This design comes from an exercise in tuning for small area, a short achievable clock period and few clock cycles on the open sky130 flow, not from production work.
At most, simulation tests tie the RTL to the original design; equivalence was not proved.
Power is estimated from default activity; no workload was simulated.

== build 18 ==
==> flow/design.v (excerpt) <==
module mctp_tx (
    input  wire        clk,
    input  wire        rst,           
    input  wire        start_valid,
    output wire        start_ready,
    input  wire [12:0] cfg_len,       
    input  wire [7:0]  cfg_mtu,       
    input  wire [31:0] cfg_addr,      
    input  wire        cfg_to,        
    input  wire        cfg_pec_xor,   
    input  wire        cfg_mic,       
    input  wire        in_valid,
    output wire        in_ready,
    input  wire [7:0]  in_data,
    output reg         out_valid,
    input  wire        out_ready,
    output reg  [7:0]  out_data,
    output reg         out_sop,       
    output reg         out_eop        
);
Size: ~840 cells after synthesis, roughly 150 flip-flops, roughly 8800 µm² of cells after synthesis.
export LEC_CHECK = 0
export CAP_MARGIN = 20
export CORE_MARGIN = 2
export CORE_UTILIZATION = 40
export CTS_BUF_LIST = sky130_fd_sc_hd__clkbuf_8
export CTS_CLUSTER_SIZE = 30
export SETUP_SLACK_MARGIN = 2.8
export SLEW_MARGIN = 20
export SYNTH_HIERARCHICAL = 1
export TNS_END_PERCENT = 10
create_clock -name core_clock -period 5.0 [get_ports {clk}]
standard.sh (not shown) runs the stock make flow with config.mk's settings and CLKGATE_MAP_FILE= SYNTH_SCRIPT=/design/flow/synth_recipe.tcl, a recipe that flattens the netlist after the stock synthesis.
==> flow/flow/run.sh <==
#!/bin/bash
# The standard layout (standard.sh: the standard flow's synthesis and ORFS flow), with the
# port buffers made of sky130_fd_sc_hd__buf_2 cells instead of the default
# delay-buffer cells. make's full output goes to flow_make.log.
set -euo pipefail
export BUFFER_PORTS_ARGS="-buffer_cell sky130_fd_sc_hd__buf_2"
bash standard.sh > flow_make.log 2>&1
Relative to build 18, the following input files were edited for build 3:
diff --git a/flow/design.v b/flow/design.v
--- a/flow/design.v
+++ b/flow/design.v
@@ -82,20 +82,21 @@
             pb = fin ? in_data : mic_byte;
         else if (pc)
             pb = crc8 ^ ((pec_xor && first_pkt && last_pkt) ? m1 : 8'd0);
         else
             pb = ({8{h[0]}} & addr[7:0])   | ({8{h[1]}} & 8'h0F)
                | ({8{h[2]}} & (p + 8'd6))  | ({8{h[3]}} & addr[15:8])
                | ({8{h[4]}} & 8'h01)       | ({8{h[5]}} & addr[23:16])
                | ({8{h[6]}} & addr[31:24]) | ({8{h[7]}} & ctrl);
     end
-    wire [7:0]  c32x = fin ? (crc32[7:0] ^ in_data) : 8'd0;
+    wire [7:0]  c32x = (py && fin) ? (crc32[7:0] ^ in_data) : 8'd0;
     wire [31:0] c32n;
+    wire        c32_ini = first_pkt && (h[0] || h[1] || h[2] || h[3]);
     reg  [7:0]  c8b;
     always @(*) begin
         if (py)
             c8b = fin ? in_data : mic_byte;
         else
             c8b = ({8{h[5]}} & addr[23:16]) | ({8{h[6]}} & addr[31:24])
                 | ({8{h[7]}} & ctrl);
     end
     wire [7:0]  c8x = crc8 ^ c8b;
@@ -218,35 +219,36 @@
         if (rst) begin
             idle   <= 1'b1;
             hd     <= 1'b0;
             h      <= 8'd0;
             py     <= 1'b0;
             pc     <= 1'b0;
             in_rdy <= 1'b0;
         end else begin
             if (idle) begin
+                addr      <= cfg_addr;
+                to_bit    <= cfg_to;
+                pec_xor   <= cfg_pec_xor;
+                mic       <= cfg_mic;
+                m1        <= mtu_m1;
+                q         <= len_q;
+                first_pkt <= 1'b1;
+                seq       <= 2'd0;
+                h         <= 8'd1;
                 if (start_valid) begin
-                    idle      <= 1'b0;
-                    hd        <= 1'b1;
-                    h         <= 8'd1;
-                    addr      <= cfg_addr;
-                    to_bit    <= cfg_to;
-                    pec_xor   <= cfg_pec_xor;
-                    mic       <= cfg_mic;
-                    m1        <= mtu_m1;
-                    q         <= len_q;
-                    first_pkt <= 1'b1;
-                    seq       <= 2'd0;
-                    crc32     <= 32'hFFFFFFFF;
+                    idle <= 1'b0;
+                    hd   <= 1'b1;
                 end
             end
             if (hd && prod) begin
                 h <= {h[6:0], 1'b0};
+                if (c32_ini)
+                    crc32 <= {8'hFF, c32n[23:0]};
                 if (h[0]) begin
                     p       <= q[7:0];
                     q[7:0]  <= lo[7:0];
                     cfl     <= lo[8];
                 end
                 if (h[1]) begin
                     last_pkt <= last_now;
                     if (last_now) begin
                         q <= 14'h3FFF;
[summary]
Compared with build 18, in build 3 maximum achievable frequency higher; wire length after detailed routing now sits lower.
Relative to build 18, the final cell area reported for build 3 is lower.
First-iteration DRC count in build 3 is about 10% below build 18.
Build 18 reports its start point of the critical path as cfg_len[0] while build 3 reports h[0]$_SDFF_PP0_.
NOTE layout filler cell count build 18->build 3 decreased by a few percent
Synthesized cell count: lower on build 3
Diff build 3 and build 18: global-route track usage on met1 higher in build 3
Delta (build 3 minus build 18): utilization comparable; post-route worst setup slack shows an increase of 0.055 ns.
Comparing relative contribution of the clock network to total power for build 3 and build 18, the smaller number came from build 18.
Testbench counts of build 3, summed over its fixed seeds: cycles 49,716.
The RTL of build 18 was laid out without a check of its function.

-- port drivers added, routing unchanged --
The results above use ideal ports. As a check the final layouts listed here were re-extracted and re-timed, cells and wires unchanged. Step 1 sets driving cells, clkbuf_16 on the clock port and buf_2 on the other inputs (assumed; they add their load-dependent delay and slew). Step 2 moves the port delays by t, midway between the first and last clock arrival at a register: inputs arrive t later, outputs are due t later. That takes back most of the time a late clock gives input paths. Three values: ideal, step 1, step 2; two values: the first two.
| run | t, ns | setup slack, ns | hold WS [ns] | worst slew at a driven data input, ns |
|---|---|---|---|---|
| build 18 | 0.509 | 2.652 / 2.664 / 2.155 | 0.531 / 0.531 / 0.531 | 0.05 |
| build 3 | 0.493 | 2.707 / 2.678 / 2.241 | 0.479 / 0.479 / 0.479 | 0.04 |
After both steps every run listed still meets setup and hold. For build 18, which loses most, drivers alone change the setup slack by +0.012 ns; drivers and shift together by -0.497 ns.
